Background: an optimization exercise with open tools, aiming at small area, a short achievable clock period and few clock cycles per item. Do not read the settings as production practice. Only the layout flow was run in this run; the RTL was not checked for function there.

==> design/flow/design.v <==
module mul07_tree (input wire [25:0] a3, input wire [23:0] ms, input wire sh, output wire [48:0] w);
    wire nsh = ~sh;
    wire t1 = a3[22] ^ a3[18];
    wire t2 = a3[22] & a3[18];
    wire t3 = a3[23] ^ a3[19] ^ a3[15];
    wire t4 = (a3[23] & a3[19]) | (a3[23] & a3[15]) | (a3[19] & a3[15]);
    wire t5 = a3[11] ^ a3[7];
    wire t6 = a3[11] & a3[7];
    wire t7 = a3[24] ^ a3[20] ^ a3[16];
    wire t8 = (a3[24] & a3[20]) | (a3[24] & a3[16]) | (a3[20] & a3[16]);
    wire t9 = a3[12] ^ a3[8];
    wire t10 = a3[12] & a3[8];
    wire t11 = a3[25] ^ a3[21] ^ a3[17];
    wire t12 = (a3[25] & a3[21]) | (a3[25] & a3[17]) | (a3[21] & a3[17]);
    wire t13 = a3[13] ^ a3[9];
    wire t14 = a3[13] & a3[9];
    wire t15 = a3[22] ^ a3[18] ^ a3[14];
    wire t16 = (a3[22] & a3[18]) | (a3[22] & a3[14]) | (a3[18] & a3[14]);
    wire t17 = a3[23] ^ a3[19];
    wire t18 = a3[23] & a3[19];
    wire t19 = a3[24] ^ a3[20];
    wire t20 = a3[24] & a3[20];
    wire t21 = a3[25] ^ a3[21];
    wire t22 = a3[25] & a3[21];
    wire t23 = a3[16] ^ a3[12];
    wire t24 = a3[16] & a3[12];
    wire t25 = a3[17] ^ a3[13] ^ a3[9];
    wire t26 = (a3[17] & a3[13]) | (a3[17] & a3[9]) | (a3[13] & a3[9]);
    wire t27 = a3[18] ^ a3[14] ^ a3[10];
    wire t28 = (a3[18] & a3[14]) | (a3[18] & a3[10]) | (a3[14] & a3[10]);
    wire t29 = a3[19] ^ a3[15] ^ a3[11];
    wire t30 = (a3[19] & a3[15]) | (a3[19] & a3[11]) | (a3[15] & a3[11]);
    wire t31 = a3[20] ^ a3[16] ^ a3[12];
    wire t32 = (a3[20] & a3[16]) | (a3[20] & a3[12]) | (a3[16] & a3[12]);
    wire t33 = a3[8] ^ a3[4];
    wire t34 = a3[8] & a3[4];
    wire t35 = a3[21] ^ a3[17] ^ a3[13];
    wire t36 = (a3[21] & a3[17]) | (a3[21] & a3[13]) | (a3[17] & a3[13]);
    wire t37 = a3[9] ^ a3[5] ^ a3[1];
    wire t38 = (a3[9] & a3[5]) | (a3[9] & a3[1]) | (a3[5] & a3[1]);
    wire t39 = a3[14] ^ a3[10] ^ a3[6];
    wire t40 = (a3[14] & a3[10]) | (a3[14] & a3[6]) | (a3[10] & a3[6]);
    wire t41 = a3[2] ^ sh ^ t1;
    wire t42 = (a3[2] & sh) | (a3[2] & t1) | (sh & t1);
    wire t43 = a3[3] ^ ms[0] ^ nsh;
    wire t44 = (a3[3] & ms[0]) | (a3[3] & nsh) | (ms[0] & nsh);
    wire t45 = t2 ^ t3 ^ t5;
    wire t46 = (t2 & t3) | (t2 & t5) | (t3 & t5);
    wire t47 = a3[4] ^ ms[1] ^ t4;
    wire t48 = (a3[4] & ms[1]) | (a3[4] & t4) | (ms[1] & t4);
    wire t49 = t6 ^ t7 ^ t9;
    wire t50 = (t6 & t7) | (t6 & t9) | (t7 & t9);
    wire t51 = a3[5] ^ ms[2] ^ t8;
    wire t52 = (a3[5] & ms[2]) | (a3[5] & t8) | (ms[2] & t8);
    wire t53 = t10 ^ t11 ^ t13;
    wire t54 = (t10 & t11) | (t10 & t13) | (t11 & t13);
    wire t55 = a3[10] ^ a3[6] ^ ms[3];
    wire t56 = (a3[10] & a3[6]) | (a3[10] & ms[3]) | (a3[6] & ms[3]);
    wire t57 = t12 ^ t14 ^ t15;
    wire t58 = (t12 & t14) | (t12 & t15) | (t14 & t15);
    wire t59 = a3[15] ^ a3[11] ^ a3[7];
    wire t60 = (a3[15] & a3[11]) | (a3[15] & a3[7]) | (a3[11] & a3[7]);
    wire t61 = ms[4] ^ t16 ^ t17;
    wire t62 = (ms[4] & t16) | (ms[4] & t17) | (t16 & t17);
    wire t63 = a3[16] ^ a3[12] ^ a3[8];
    wire t64 = (a3[16] & a3[12]) | (a3[16] & a3[8]) | (a3[12] & a3[8]);
    wire t65 = ms[5] ^ t18 ^ t19;
    wire t66 = (ms[5] & t18) | (ms[5] & t19) | (t18 & t19);
    wire t67 = a3[17] ^ a3[13] ^ a3[9];
    wire t68 = (a3[17] & a3[13]) | (a3[17] & a3[9]) | (a3[13] & a3[9]);
    wire t69 = ms[6] ^ t20 ^ t21;
    wire t70 = (ms[6] & t20) | (ms[6] & t21) | (t20 & t21);
    wire t71 = a3[22] ^ a3[18] ^ a3[14];
    wire t72 = (a3[22] & a3[18]) | (a3[22] & a3[14]) | (a3[18] & a3[14]);
    wire t73 = a3[10] ^ ms[7] ^ t22;
    wire t74 = (a3[10] & ms[7]) | (a3[10] & t22) | (ms[7] & t22);
    wire t75 = a3[23] ^ a3[19] ^ a3[15];
    wire t76 = (a3[23] & a3[19]) | (a3[23] & a3[15]) | (a3[19] & a3[15]);
    wire t77 = a3[11] ^ ms[8];
    wire t78 = a3[11] & ms[8];
    wire t79 = a3[24] ^ a3[20] ^ a3[16];
    wire t80 = (a3[24] & a3[20]) | (a3[24] & a3[16]) | (a3[20] & a3[16]);
    wire t81 = a3[12] ^ ms[9];
    wire t82 = a3[12] & ms[9];
    wire t83 = a3[25] ^ a3[21] ^ a3[17];
    wire t84 = (a3[25] & a3[21]) | (a3[25] & a3[17]) | (a3[21] & a3[17]);
    wire t85 = a3[13] ^ ms[10];
    wire t86 = a3[13] & ms[10];
    wire t87 = a3[22] ^ a3[18] ^ a3[14];
    wire t88 = (a3[22] & a3[18]) | (a3[22] & a3[14]) | (a3[18] & a3[14]);
    wire t89 = a3[23] ^ a3[19];
    wire t90 = a3[23] & a3[19];
    wire t91 = a3[24] ^ a3[20];
    wire t92 = a3[24] & a3[20];
    wire t93 = a3[25] ^ a3[21];
    wire t94 = a3[25] & a3[21];
    wire t95 = a3[12] ^ a3[8];
    wire t96 = a3[12] & a3[8];
    wire t97 = a3[13] ^ a3[9] ^ a3[5];
    wire t98 = (a3[13] & a3[9]) | (a3[13] & a3[5]) | (a3[9] & a3[5]);
    wire t99 = a3[14] ^ a3[10] ^ a3[6];
    wire t100 = (a3[14] & a3[10]) | (a3[14] & a3[6]) | (a3[10] & a3[6]);
    wire t101 = a3[15] ^ a3[11] ^ a3[7];
    wire t102 = (a3[15] & a3[11]) | (a3[15] & a3[7]) | (a3[11] & a3[7]);
    wire t103 = a3[8] ^ a3[4] ^ a3[0];
    wire t104 = (a3[8] & a3[4]) | (a3[8] & a3[0]) | (a3[4] & a3[0]);
    wire t105 = a3[5] ^ a3[1] ^ t24;
    wire t106 = (a3[5] & a3[1]) | (a3[5] & t24) | (a3[1] & t24);
    wire t107 = a3[6] ^ a3[2] ^ t26;
    wire t108 = (a3[6] & a3[2]) | (a3[6] & t26) | (a3[2] & t26);
    wire t109 = a3[7] ^ a3[3] ^ t28;
    wire t110 = (a3[7] & a3[3]) | (a3[7] & t28) | (a3[3] & t28);
    wire t111 = a3[0] ^ t30 ^ t31;
    wire t112 = (a3[0] & t30) | (a3[0] & t31) | (t30 & t31);
    wire t113 = t32 ^ t34 ^ t35;
    wire t114 = (t32 & t34) | (t32 & t35) | (t34 & t35);
    wire t115 = t36 ^ t38 ^ t39;
    wire t116 = (t36 & t38) | (t36 & t39) | (t38 & t39);
    wire t117 = t40 ^ t42 ^ t43;
    wire t118 = (t40 & t42) | (t40 & t43) | (t42 & t43);
    wire t119 = t44 ^ t46 ^ t47;
    wire t120 = (t44 & t46) | (t44 & t47) | (t46 & t47);
    wire t121 = t48 ^ t50 ^ t51;
    wire t122 = (t48 & t50) | (t48 & t51) | (t50 & t51);
    wire t123 = t52 ^ t54 ^ t55;
    wire t124 = (t52 & t54) | (t52 & t55) | (t54 & t55);
    wire t125 = t56 ^ t58 ^ t59;
    wire t126 = (t56 & t58) | (t56 & t59) | (t58 & t59);
    wire t127 = t60 ^ t62 ^ t63;
    wire t128 = (t60 & t62) | (t60 & t63) | (t62 & t63);
    wire t129 = t64 ^ t66 ^ t67;
    wire t130 = (t64 & t66) | (t64 & t67) | (t66 & t67);
    wire t131 = t68 ^ t70 ^ t71;
    wire t132 = (t68 & t70) | (t68 & t71) | (t70 & t71);
    wire t133 = t72 ^ t74 ^ t75;
    wire t134 = (t72 & t74) | (t72 & t75) | (t74 & t75);
    wire t135 = t76 ^ t78 ^ t79;
    wire t136 = (t76 & t78) | (t76 & t79) | (t78 & t79);
    wire t137 = t80 ^ t82 ^ t83;
    wire t138 = (t80 & t82) | (t80 & t83) | (t82 & t83);
    wire t139 = ms[11] ^ t84 ^ t86;
    wire t140 = (ms[11] & t84) | (ms[11] & t86) | (t84 & t86);
    wire t141 = a3[15] ^ ms[12] ^ t88;
    wire t142 = (a3[15] & ms[12]) | (a3[15] & t88) | (ms[12] & t88);
    wire t143 = a3[16] ^ ms[13] ^ t90;
    wire t144 = (a3[16] & ms[13]) | (a3[16] & t90) | (ms[13] & t90);
    wire t145 = a3[17] ^ ms[14] ^ t92;
    wire t146 = (a3[17] & ms[14]) | (a3[17] & t92) | (ms[14] & t92);
    wire t147 = a3[22] ^ a3[18] ^ ms[15];
    wire t148 = (a3[22] & a3[18]) | (a3[22] & ms[15]) | (a3[18] & ms[15]);
    wire t149 = a3[23] ^ a3[19];
    wire t150 = a3[23] & a3[19];
    wire t151 = a3[24] ^ a3[20];
    wire t152 = a3[24] & a3[20];
    wire t153 = a3[25] ^ a3[21];
    wire t154 = a3[25] & a3[21];
    wire t155 = a3[8] ^ a3[4];
    wire t156 = a3[8] & a3[4];
    wire t157 = a3[9] ^ a3[5] ^ a3[1];
    wire t158 = (a3[9] & a3[5]) | (a3[9] & a3[1]) | (a3[5] & a3[1]);
    wire t159 = a3[10] ^ a3[6] ^ a3[2];
    wire t160 = (a3[10] & a3[6]) | (a3[10] & a3[2]) | (a3[6] & a3[2]);
    wire t161 = a3[11] ^ a3[7] ^ a3[3];
    wire t162 = (a3[11] & a3[7]) | (a3[11] & a3[3]) | (a3[7] & a3[3]);
    wire t163 = a3[4] ^ a3[0] ^ t95;
    wire t164 = (a3[4] & a3[0]) | (a3[4] & t95) | (a3[0] & t95);
    wire t165 = a3[1] ^ t96 ^ t97;
    wire t166 = (a3[1] & t96) | (a3[1] & t97) | (t96 & t97);
    wire t167 = a3[2] ^ t98 ^ t99;
    wire t168 = (a3[2] & t98) | (a3[2] & t99) | (t98 & t99);
    wire t169 = a3[3] ^ t100 ^ t101;
    wire t170 = (a3[3] & t100) | (a3[3] & t101) | (t100 & t101);
    wire t171 = t23 ^ t102 ^ t103;
    wire t172 = (t23 & t102) | (t23 & t103) | (t102 & t103);
    wire t173 = t25 ^ t104 ^ t105;
    wire t174 = (t25 & t104) | (t25 & t105) | (t104 & t105);
    wire t175 = t27 ^ t106 ^ t107;
    wire t176 = (t27 & t106) | (t27 & t107) | (t106 & t107);
    wire t177 = t29 ^ t108 ^ t109;
    wire t178 = (t29 & t108) | (t29 & t109) | (t108 & t109);
    wire t179 = t33 ^ t110 ^ t111;
    wire t180 = (t33 & t110) | (t33 & t111) | (t110 & t111);
    wire t181 = t37 ^ t112 ^ t113;
    wire t182 = (t37 & t112) | (t37 & t113) | (t112 & t113);
    wire t183 = t41 ^ t114 ^ t115;
    wire t184 = (t41 & t114) | (t41 & t115) | (t114 & t115);
    wire t185 = t45 ^ t116 ^ t117;
    wire t186 = (t45 & t116) | (t45 & t117) | (t116 & t117);
    wire t187 = t49 ^ t118 ^ t119;
    wire t188 = (t49 & t118) | (t49 & t119) | (t118 & t119);
    wire t189 = t53 ^ t120 ^ t121;
    wire t190 = (t53 & t120) | (t53 & t121) | (t120 & t121);
    wire t191 = t57 ^ t122 ^ t123;
    wire t192 = (t57 & t122) | (t57 & t123) | (t122 & t123);
    wire t193 = t61 ^ t124 ^ t125;
    wire t194 = (t61 & t124) | (t61 & t125) | (t124 & t125);
    wire t195 = t65 ^ t126 ^ t127;
    wire t196 = (t65 & t126) | (t65 & t127) | (t126 & t127);
    wire t197 = t69 ^ t128 ^ t129;
    wire t198 = (t69 & t128) | (t69 & t129) | (t128 & t129);
    wire t199 = t73 ^ t130 ^ t131;
    wire t200 = (t73 & t130) | (t73 & t131) | (t130 & t131);
    wire t201 = t77 ^ t132 ^ t133;
    wire t202 = (t77 & t132) | (t77 & t133) | (t132 & t133);
    wire t203 = t81 ^ t134 ^ t135;
    wire t204 = (t81 & t134) | (t81 & t135) | (t134 & t135);
    wire t205 = t85 ^ t136 ^ t137;
    wire t206 = (t85 & t136) | (t85 & t137) | (t136 & t137);
    wire t207 = t87 ^ t138 ^ t139;
    wire t208 = (t87 & t138) | (t87 & t139) | (t138 & t139);
    wire t209 = t89 ^ t140 ^ t141;
    wire t210 = (t89 & t140) | (t89 & t141) | (t140 & t141);
    wire t211 = t91 ^ t142 ^ t143;
    wire t212 = (t91 & t142) | (t91 & t143) | (t142 & t143);
    wire t213 = t93 ^ t144 ^ t145;
    wire t214 = (t93 & t144) | (t93 & t145) | (t144 & t145);
    wire t215 = t94 ^ t146 ^ t147;
    wire t216 = (t94 & t146) | (t94 & t147) | (t146 & t147);
    wire t217 = ms[16] ^ t148 ^ t149;
    wire t218 = (ms[16] & t148) | (ms[16] & t149) | (t148 & t149);
    wire t219 = ms[17] ^ t150 ^ t151;
    wire t220 = (ms[17] & t150) | (ms[17] & t151) | (t150 & t151);
    wire t221 = ms[18] ^ t152 ^ t153;
    wire t222 = (ms[18] & t152) | (ms[18] & t153) | (t152 & t153);
    wire t223 = a3[22] ^ ms[19] ^ t154;
    wire t224 = (a3[22] & ms[19]) | (a3[22] & t154) | (ms[19] & t154);
    wire t225 = a3[23] ^ ms[20];
    wire t226 = a3[23] & ms[20];
    wire t227 = a3[24] ^ ms[21];
    wire t228 = a3[24] & ms[21];
    wire t229 = a3[25] ^ ms[22];
    wire t230 = a3[25] & ms[22];
    wire [48:0] ra = {1'b0, 1'b0, ms[23], t228, t226, t224, t222, t220, t218, t216, t214, t212, t210, t208, t206, t204, t202, t200, t198, t196, t194, t192, t190, t188, t186, t184, t182, t180, t178, t176, t174, t172, t170, t168, t166, t164, t162, t160, t158, t156, a3[0], a3[7], a3[6], a3[5], a3[4], a3[3], a3[2], a3[1], a3[0]};
    wire [48:0] rb = {1'b0, 1'b0, t230, t229, t227, t225, t223, t221, t219, t217, t215, t213, t211, t209, t207, t205, t203, t201, t199, t197, t195, t193, t191, t189, t187, t185, t183, t181, t179, t177, t175, t173, t171, t169, t167, t165, t163, t161, t159, t157, t155, a3[3], a3[2], a3[1], a3[0], 1'b0, 1'b0, 1'b0, 1'b0};
    assign w = ra + rb;
endmodule
module filt_step (
    input  wire [30:0] s,
    input  wire [7:0]  te,
    input  wire [23:0] tm,
    output wire [30:0] y
);
    wire [7:0]  es  = s[30:23];
    wire [23:0] ms  = {es != 8'd0, s[22:0]};
    wire        big = es > 8'd1;
    wire        p47 = ms >= 24'hB6DB6E;         
    wire        sh  = big & ~p47;
    wire [25:0] a3  = {2'b00, ms} + {1'b0, ms, 1'b0};
    wire [48:0] w;
    mul07_tree u_tree (.a3(a3), .ms(ms), .sh(sh), .w(w));
    wire [24:0] mh  = sh ? w[47:23] : w[48:24];    
    wire [7:0]  eh  = big ? (p47 ? es : es - 8'd1) : 8'd1;
    wire        hge = eh >= te;
    wire [7:0]  dab = hge ? eh - te : te - eh;
    wire        far = dab > 8'd27;
    wire [27:0] lost_mask = ~(28'hFFFFFFF << dab[4:0]);
    wire [27:0] hx  = {mh, 3'b000};
    wire [27:0] hs  = hx >> dab[4:0];
    wire        hl  = far ? (|mh) : (|(hx & lost_mask));
    wire [27:0] oph = hge ? hx : (far ? {27'd0, hl} : {hs[27:1], hs[0] | hl});
    wire [27:0] tx  = {1'b0, tm, 3'b000};
    wire [27:0] ts  = tx >> dab[4:0];
    wire        tl  = far ? (|tm) : (|(tx & lost_mask));
    wire [27:0] opt = ~hge ? tx : (far ? {27'd0, tl} : {ts[27:1], ts[0] | tl});
    wire [7:0]  ex  = hge ? eh : te;
    wire [2:0]  low = oph[2:0] | opt[2:0];      
    wire [25:0] ya  = {1'b0, oph[27:3]} + {1'b0, opt[27:3]};
    wire [25:0] yb  = {1'b0, oph[27:3]} + {1'b0, opt[27:3]} + 26'd1;
    wire        ovf = ya[24];
    wire        inc0 = low[2] & (low[1] | low[0] | ya[0]);
    wire        inc1 = ya[0] & ((|low) | ya[1]);
    wire [24:0] m0  = inc0 ? yb[24:0] : ya[24:0];
    wire [24:0] m1  = inc1 ? yb[25:1] : ya[25:1];
    wire [24:0] mn  = ovf ? m1 : m0;
    wire [7:0]  eo  = ex - 8'd1 + {7'd0, ovf};
    assign y = {eo, 23'd0} + {6'd0, mn};
endmodule
module mul03 (
    input  wire [30:0] x,
    output wire [7:0]  e,
    output wire [23:0] m
);
    wire [7:0]  ex  = x[30:23];
    wire [23:0] mx  = {ex != 8'd0, x[22:0]};
    wire        q47 = mx >= 24'hD55555;         
    wire        lo  = ex < 8'd2;
    wire        e2  = ex == 8'd2;
    wire [25:0] mx2 = lo ? {2'b00, mx} : (e2 | q47) ? {1'b0, mx, 1'b0} : {mx, 2'b00};
    wire [29:0] b9  = {4'd0, mx2} + {1'b0, mx2, 3'b000};
    wire [33:0] b153 = {4'd0, b9} + {b9, 4'd0};
    wire [49:0] q   = {16'd0, b153} + {8'd0, b153, 8'd0} + {b153, 16'd0} + {24'd0, mx2};
    wire [23:0] mt  = q[48:25];
    wire        g   = q[24];
    wire        st  = |mx2[22:0];                 
    wire        inc = g & (st | mt[0]);
    wire [24:0] mr  = {1'b0, mt} + {24'd0, inc};
    wire [7:0]  er  = (lo | e2) ? 8'd1 : (q47 ? ex - 8'd1 : ex - 8'd2);
    assign m = mr[24] ? 24'h800000 : mr[23:0];
    assign e = mr[24] ? er + 8'd1 : er;
endmodule
module amf_rx (
    input  wire        clk,
    input  wire        rst,
    input  wire        in_valid,
    output wire        in_ready,
    input  wire [31:0] sample,
    output reg         frm_valid,
    output wire [63:0] frm_payload,
    output reg         frm_crc_ok
);
    assign in_ready = 1'b1;
    reg        m_valid;
    reg [30:0] m_r;
    always @(posedge clk) begin
        m_valid <= in_valid & ~rst;
        if (in_valid)
            m_r <= sample[30:0];
    end
    reg        t_valid;
    reg [7:0]  t_e;
    reg [23:0] t_m;
    wire [7:0]  te_next;
    wire [23:0] tm_next;
    mul03 u_new (.x(m_r), .e(te_next), .m(tm_next));
    always @(posedge clk) begin
        t_valid <= m_valid & ~rst;
        if (m_valid) begin
            t_e <= te_next;
            t_m <= tm_next;
        end
    end
    reg  [30:0] smoothed;
    reg  [4:0]  decim_count;
    reg         fwd_valid;
    wire [30:0] smoothed_next;
    filt_step u_filt (.s(smoothed), .te(t_e), .tm(t_m), .y(smoothed_next));
    always @(posedge clk) begin
        if (rst) begin
            smoothed    <= 31'd0;
            decim_count <= 5'd0;
            fwd_valid   <= 1'b0;
        end else begin
            fwd_valid <= t_valid && decim_count == 5'd16;
            if (t_valid) begin
                smoothed    <= smoothed_next;
                decim_count <= (decim_count == 5'd16) ? 5'd0 : decim_count + 5'd1;
            end
        end
    end
    localparam [25:0] FLOOR = 26'hAAAAAB;       
    localparam [25:0] ONE   = 26'h2000000;
    reg  [25:0] ook_max;
    reg         chip_valid;
    reg         chip;
    wire [7:0]  ve    = smoothed[30:23];
    wire        vsmall = ve < 8'd125;           
    wire [25:0] c     = (ve >= 8'd127) ? ONE :
                        (ve == 8'd126) ? {1'b0, 1'b1, smoothed[22:0], 1'b0} :
                                         {2'b00, 1'b1, smoothed[22:0]};
    wire        dhi   = ook_max >= 26'd16780572;    
    wire [25:0] dec   = ook_max - (dhi ? 26'd3356 : 26'd3355);
    wire [25:0] k0    = (FLOOR > dec) ? FLOOR : dec;
    wire [27:0] k3    = {2'b00, k0} + {1'b0, k0, 1'b0};    
    wire        thi   = k0 >= 26'd22369622;
    wire [25:0] thr_l = k3[27:2] + {25'd0, k3[1] & (k3[0] | k3[2])};
    wire [24:0] thr_h = k3[27:3] + {24'd0, k3[2] & (k3[1] | k3[0] | k3[3])};
    wire [25:0] thr   = thi ? {thr_h, 1'b0} : thr_l;
    wire        take  = ~vsmall && (c > dec) && (c >= FLOOR);
    wire        chip_next = take || (~vsmall && c > thr);
    always @(posedge clk) begin
        if (rst) begin
            ook_max    <= FLOOR;
            chip_valid <= 1'b0;
        end else begin
            chip_valid <= fwd_valid;
            if (fwd_valid) begin
                ook_max <= take ? c : k0;
                chip    <= chip_next;
            end
        end
    end
    localparam [1:0] LOW_A = 2'd0, LOW_B = 2'd1, HIGH_A = 2'd2, HIGH_B = 2'd3;
    localparam [15:0] X48A = 16'h807B;    
    localparam [11:0] X48Q = 12'h913;     
    reg        last_chip;
    reg  [2:0] since_edge;
    reg  [1:0] phase;
    reg [47:0] frame;           
    reg  [3:0] ones;            
    reg [15:0] rem_a;           
    reg [11:0] rem_q;           
    wire [2:0] since_next = (chip != last_chip) ? 3'd1 : since_edge + 3'd1;
    wire       mid_bit    = (since_next == 3'd4);
    wire       emit       = chip_valid && mid_bit && phase[0];
    wire       d          = phase[1];
    wire       match      = ~frame[47] && (ones == 4'd15);
    reg [1:0] phase_next;
    always @* begin
        case (phase)
            LOW_A:   phase_next = chip ? HIGH_B : LOW_A;
            LOW_B:   phase_next = chip ? HIGH_A : LOW_A;
            HIGH_A:  phase_next = chip ? HIGH_A : LOW_B;
            default: phase_next = chip ? HIGH_A : LOW_A;
        endcase
    end
    wire [16:0] ra  = {rem_a, d};
    wire [15:0] ra1 = (ra[16] ? ra[15:0] ^ 16'h8005 : ra[15:0]) ^ (frame[47] ? X48A : 16'd0);
    wire [12:0] rq  = {rem_q, d};
    wire [11:0] rq1 = (rq[12] ? rq[11:0] ^ 12'h805 : rq[11:0]) ^ (frame[47] ? X48Q : 12'd0);
    wire [3:0]  brand = frame[46:43];
    wire        crc_next = (brand == 4'd2 || brand == 4'd10) ? (rq1 == 12'd0 && frame[2:0] == 3'd0 && ~d)
                                                           : (ra1 == 16'd0);
    always @(posedge clk) begin
        if (rst) begin
            last_chip  <= 1'b0;
            since_edge <= 3'd0;
            phase      <= LOW_A;
        end else if (chip_valid) begin
            last_chip  <= chip;
            since_edge <= since_next;
            if (mid_bit)
                phase <= phase_next;
        end
    end
    always @(posedge clk) begin
        if (rst || frm_valid) begin
            frame     <= 48'd0;
            ones      <= 4'd0;
            rem_a     <= 16'd0;
            rem_q     <= 12'd0;
            frm_valid <= 1'b0;
        end else if (emit) begin
            frame     <= {frame[46:0], d};
            ones      <= frame[47] ? ones + {3'd0, ones != 4'd15} : 4'd0;
            rem_a     <= ra1;
            rem_q     <= rq1;
            frm_valid <= match;
            frm_crc_ok <= crc_next;
        end
    end
    assign frm_payload = {16'hFFFE, frame};
endmodule
==> design/flow/run.sh <==
#!/bin/bash
# synth_recipe.tcl (not shown) runs the flow's synth.tcl, then flattens the netlist and writes it again
# the make line also repeats each setting of config.mk as NAME=value (left out here)
make -C /OpenROAD-flow-scripts/flow DESIGN_CONFIG=/design/flow/config.mk WORK_HOME=/design/flow/orfs CLKGATE_MAP_FILE= SYNTH_SCRIPT=/design/flow/synth_recipe.tcl finish
==> design/flow/config.mk <==
export PLATFORM = sky130hd
export DESIGN_NAME = amf_rx
export DESIGN_NICKNAME = amf_rx
export VERILOG_FILES = /design/flow/design.v
export SDC_FILE = /design/flow/constraint.sdc
export NUM_CORES = 4
export LEC_CHECK = 0
export ABC_AREA = 1
export CAP_MARGIN = 20
export CORE_MARGIN = 2
export CORE_UTILIZATION = 40
export SLEW_MARGIN = 20
==> design/flow/constraint.sdc <==
create_clock -name core_clock -period 35.0 [get_ports {clk}]
set_input_delay 7.0000 -clock core_clock [delete_from_list [all_inputs] [get_ports {clk}]]
set_output_delay 7.0000 -clock core_clock [all_outputs]
set_load 0.01 [all_outputs]
==> run notes <==
==> metal layers <==
layer  track usage  routed length [µm]  share of wire
met1         0.350               57000           0.47
met2         0.410               54100           0.45
met3        0.0196                6940          0.057
met4        0.0686                3360          0.028
met5             0                  13        0.00011
==> cells in the final DEF (no fill, tap or decap), types with 20 or more instances in the layout <==
cell and instances:
inv_1 909, a31oi_1 28, ha_1 396, xnor2_1 83, o211ai_1 40, nor3_1 66
xor2_1 231, o21ai_0 440, o21bai_1 20, nand3_1 415, clkbuf_16 26, fa_1 94
a21oi_1 412, edfxtp_1 65, nand2_1 1353, clkdlybuf4s50_1 82, nor4_1 33, nand4_1 111
nor2_1 626, o22ai_1 50, buf_4 23, dfxtp_1 153
==> sequential cells by signal, indices dropped and copies added, names as in the netlist, 2 cells and up <==
signal	cells
t_m	24
ook_max	26
t_e	8
ones	4
since_edge	3
decim_count	5
frame	48
rem_a	16
smoothed	31
rem_q	12
m_r	31
phase	2
==> through the flow <==
step | instances | utilization | hold WS (ps) | setup slack, ps
6_report | 7140 | 0.431 | 426 | 20850
3_3_place_gp | 7092 | 0.421 | 416 | 20890
4_1_cts | 7139 | 0.431 | 432 | 20810
3_5_place_dp | 7092 | 0.421 | 418 | 20870
2_1_floorplan | 5966 | - | 443 | 23800
5_1_grt | 7140 | 0.431 | 461 | 19340
==> cells by family (layout without fill, tap and decap cells) <==
| family | count (synthesis) | count (layout) |
|---|---|---|
| multiplexers | 3 | 3 |
| XOR/XNOR | 317 | 317 |
| flip-flops | 218 | 218 |
| AO/OA/AOI/OAI | 1118 | 1118 |
| adder cells (fa/ha/maj) | 491 | 491 |
| AND/OR/NAND/NOR | 2705 | 2705 |
| buffers and inverters | 1095 | 1083 |
| other | 2 | 19 |
==> worst max-delay path by stage <==
stage,startpoint,to,cells past startpoint
after floorplan,smoothed[0],smoothed[30],74
after global placement,smoothed[0],smoothed[30],74
after detailed placement,smoothed[0],smoothed[30],74
after CTS,smoothed[0],smoothed[30],74
after global routing,smoothed[0],smoothed[30],74
final,smoothed[0],smoothed[30],74
==> worst register-to-register path, delay by kind of cell, from the launching register on <==
family	cells	cell delay (ps)
AOI/OAI and AO/OA	12	2550
xor gates and xnor gates	3	890
adders and majority gates	9	3060
buffers and inverters	10	930
DFF	1	680
and+or+nand+nor	40	5980
==> synthesized netlist by cell type, types with 6 or more instances <==
cell	n	area [µm²]
nand2_1	1354	5080
inv_1	910	3420
nor2_1	627	2350
o21ai_0	440	2200
nand3_1	415	2080
a21oi_1	412	2060
ha_1	397	4970
xor2_1	231	2020
dfxtp_1	153	3060
nand4_1	111	694
fa_1	94	1880
clkbuf_1	92	345
xnor2_1	83	727
nor3_1	66	330
edfxtp_1	65	1950
o22ai_1	50	313
o211ai_1	40	300
nor4_1	33	206
buf_2	31	155
a31oi_1	28	175
buf_4	26	195
o21bai_1	20	150
inv_2	18	67.6
o21a_1	18	135
o21ai_1	18	90.1
or2_2	16	100
a211oi_1	15	113
nand3b_1	13	97.6
and2_1	12	75.1
nand2_2	12	75.1
a21boi_0	11	82.6
a21o_1	11	82.6
buf_1	10	37.5
nor2_2	9	56.3
buf_6	7	78.8
o221ai_1	7	61.3
a221oi_1	6	52.6
nand2_4	6	67.6
==> cell type report <==
type,count,area (µm²)
Sequential cell,218,5010
Timing Repair Buffer,107,1010
Multi-Input combinational cell,4653,27500
Tap cell,1186,1480
Inverter,929,3490
Clock inverter,11,148
Fill cell,9991,52000
Clock buffer,36,759
==> flow_metrics.tcl <==
set metrics [dict create \
    synth-adder-area-share 0.186 \
    syn-cell-area_mm2 0.0367 \
    core_area_mm2 0.0914 \
    start_kind "flip-flop" \
    diodes 0 \
    synth_mux_area_frac 0.000817 \
    yosys.area_share.simple 0.314 \
    hold_end "t_valid" \
    synth_compound_area_frac 0.169 \
    timing.fmax_mhz 70.7 \
    synthXorXnorAreaFrac 0.0762 \
    fp-row-count 111 \
    critPathBufInv 10 \
    placed_area_mm2 0.0385 \
    drv_slew 0 \
    insertion_delay_ps 590 \
    vias 38300 \
    remaining_drc_errors 0 \
    tns_ps 0 \
    crit_path_top_delay_cell "dfxtp_1" \
    rsz0062_at_grt "false" \
    cts.sinks 218 \
    drive_above_1_share 0.0279 \
    grt-ovfl-total 0 \
    first_global_vias 35500 \
    critPathKind "reg2reg" \
    synth_cells 5949 \
    finalSetupViolations 0 \
    place_hpwl_um 99300 \
    area_growth_pct 7.26 \
    yosys_warnings 1 \
    reg2reg_from "smoothed[0]" \
    hp-class "reg2reg" \
    clock_skew_ps 18.0 \
    cts_max_level 1 \
    dominantRegCellSynth "dfxtp_1" \
    wl_per_cell_um 17.0 \
    track_usage 0.250 \
    die_w_um 307 \
    grt_first_pass_wirelength_um 192000 \
    relSlewSlack 0.256 \
    reg2reg_depth 74 \
    initial_core_util 0.402 \
    grt_max_degree 78 \
    holdBufCountCts 0 \
    io_buffers 83 \
    whs_path_depth 2 \
    hold_viol_final 0 \
    fin_nets 6461 \
    ys_ff_latch 218 \
    maxCapViolCount 0 \
    hold_start "m_valid" \
    cts_resized 0 \
    critical_path.most_common_cell "nand2_1" \
    avgSynthCellArea_um2 6.18 \
    die_area_mm2 0.0943 \
    antenna_found_initial 1 \
    worst-endpoint-required_ps 35490 \
    io_pins 102 \
    via_per_inst 5.37 \
    cts_tree "built" \
    ant_nets 0 \
    numCtsBuffers 26 \
    crit_arrival_ps 14630 \
    finalCriticalPeriod_ps 14150 \
    wl_um 121000 \
    clk_pin_slew_ps 60 \
    initialDrtViolationCount 3220 \
    crit_family "simple AND/OR/NAND/NOR gates" \
    timing.final.crit_share 0.404 \
    postCtsSetupBuffers 0 \
    seq_area_frac_synth 0.136 \
    ys_types 78 \
    die_h_um 307 \
    ff2ff_setup_slack_ps 20850 \
    rr_endpoint "smoothed[30]" \
    clk_path_buf_depth 3 \
    crit_path_end_kind "flip-flop" \
    critPathMaxFanout 8 \
    outcome "timing/DRC/antenna clean" \
    finish.instance_area_mm2 0.0394 \
    synth_edf_count 65 \
    tightestPinTransition_ps 1100 \
    gp_congestion 0.993 \
    firstDrtPassIters 7 \
    slowest_delay_ps 680 \
    synth_top_family_by_area "simple AND/OR/NAND/NOR gates" \
    cts-root-buf "clkbuf_16" \
    async_flop_share 0 \
]

[port drivers added, routing unchanged]
The flow's constraints put no driver on any port. The routed layout listed below was extracted and timed again, unchanged, in two steps.
Step 1 sets driving cells, clkbuf_16 on the clock port and buf_2 on the other inputs (assumed; they add their load-dependent delay and slew).
Step 2 moves the port delays by t, midway between the first and last clock arrival at a register: inputs arrive t later, outputs are due t later. That takes back most of the time a late clock gives input paths.
Slacks: ideal ports / drivers / drivers and shift; pairs: ideal ports / drivers.
t, ns: 0.650
setup WS [ns]: 20.853 / 20.853 / 20.853
worst setup path after step 2: register to register
clock arrival spread, ns: 0.018 / 0.018
worst slew at a driven data input, ns: 0.06
After both steps this run still meets setup and hold. The setup slack of this run moves by 0.000 ns with the drivers and by 0.000 ns with both steps.
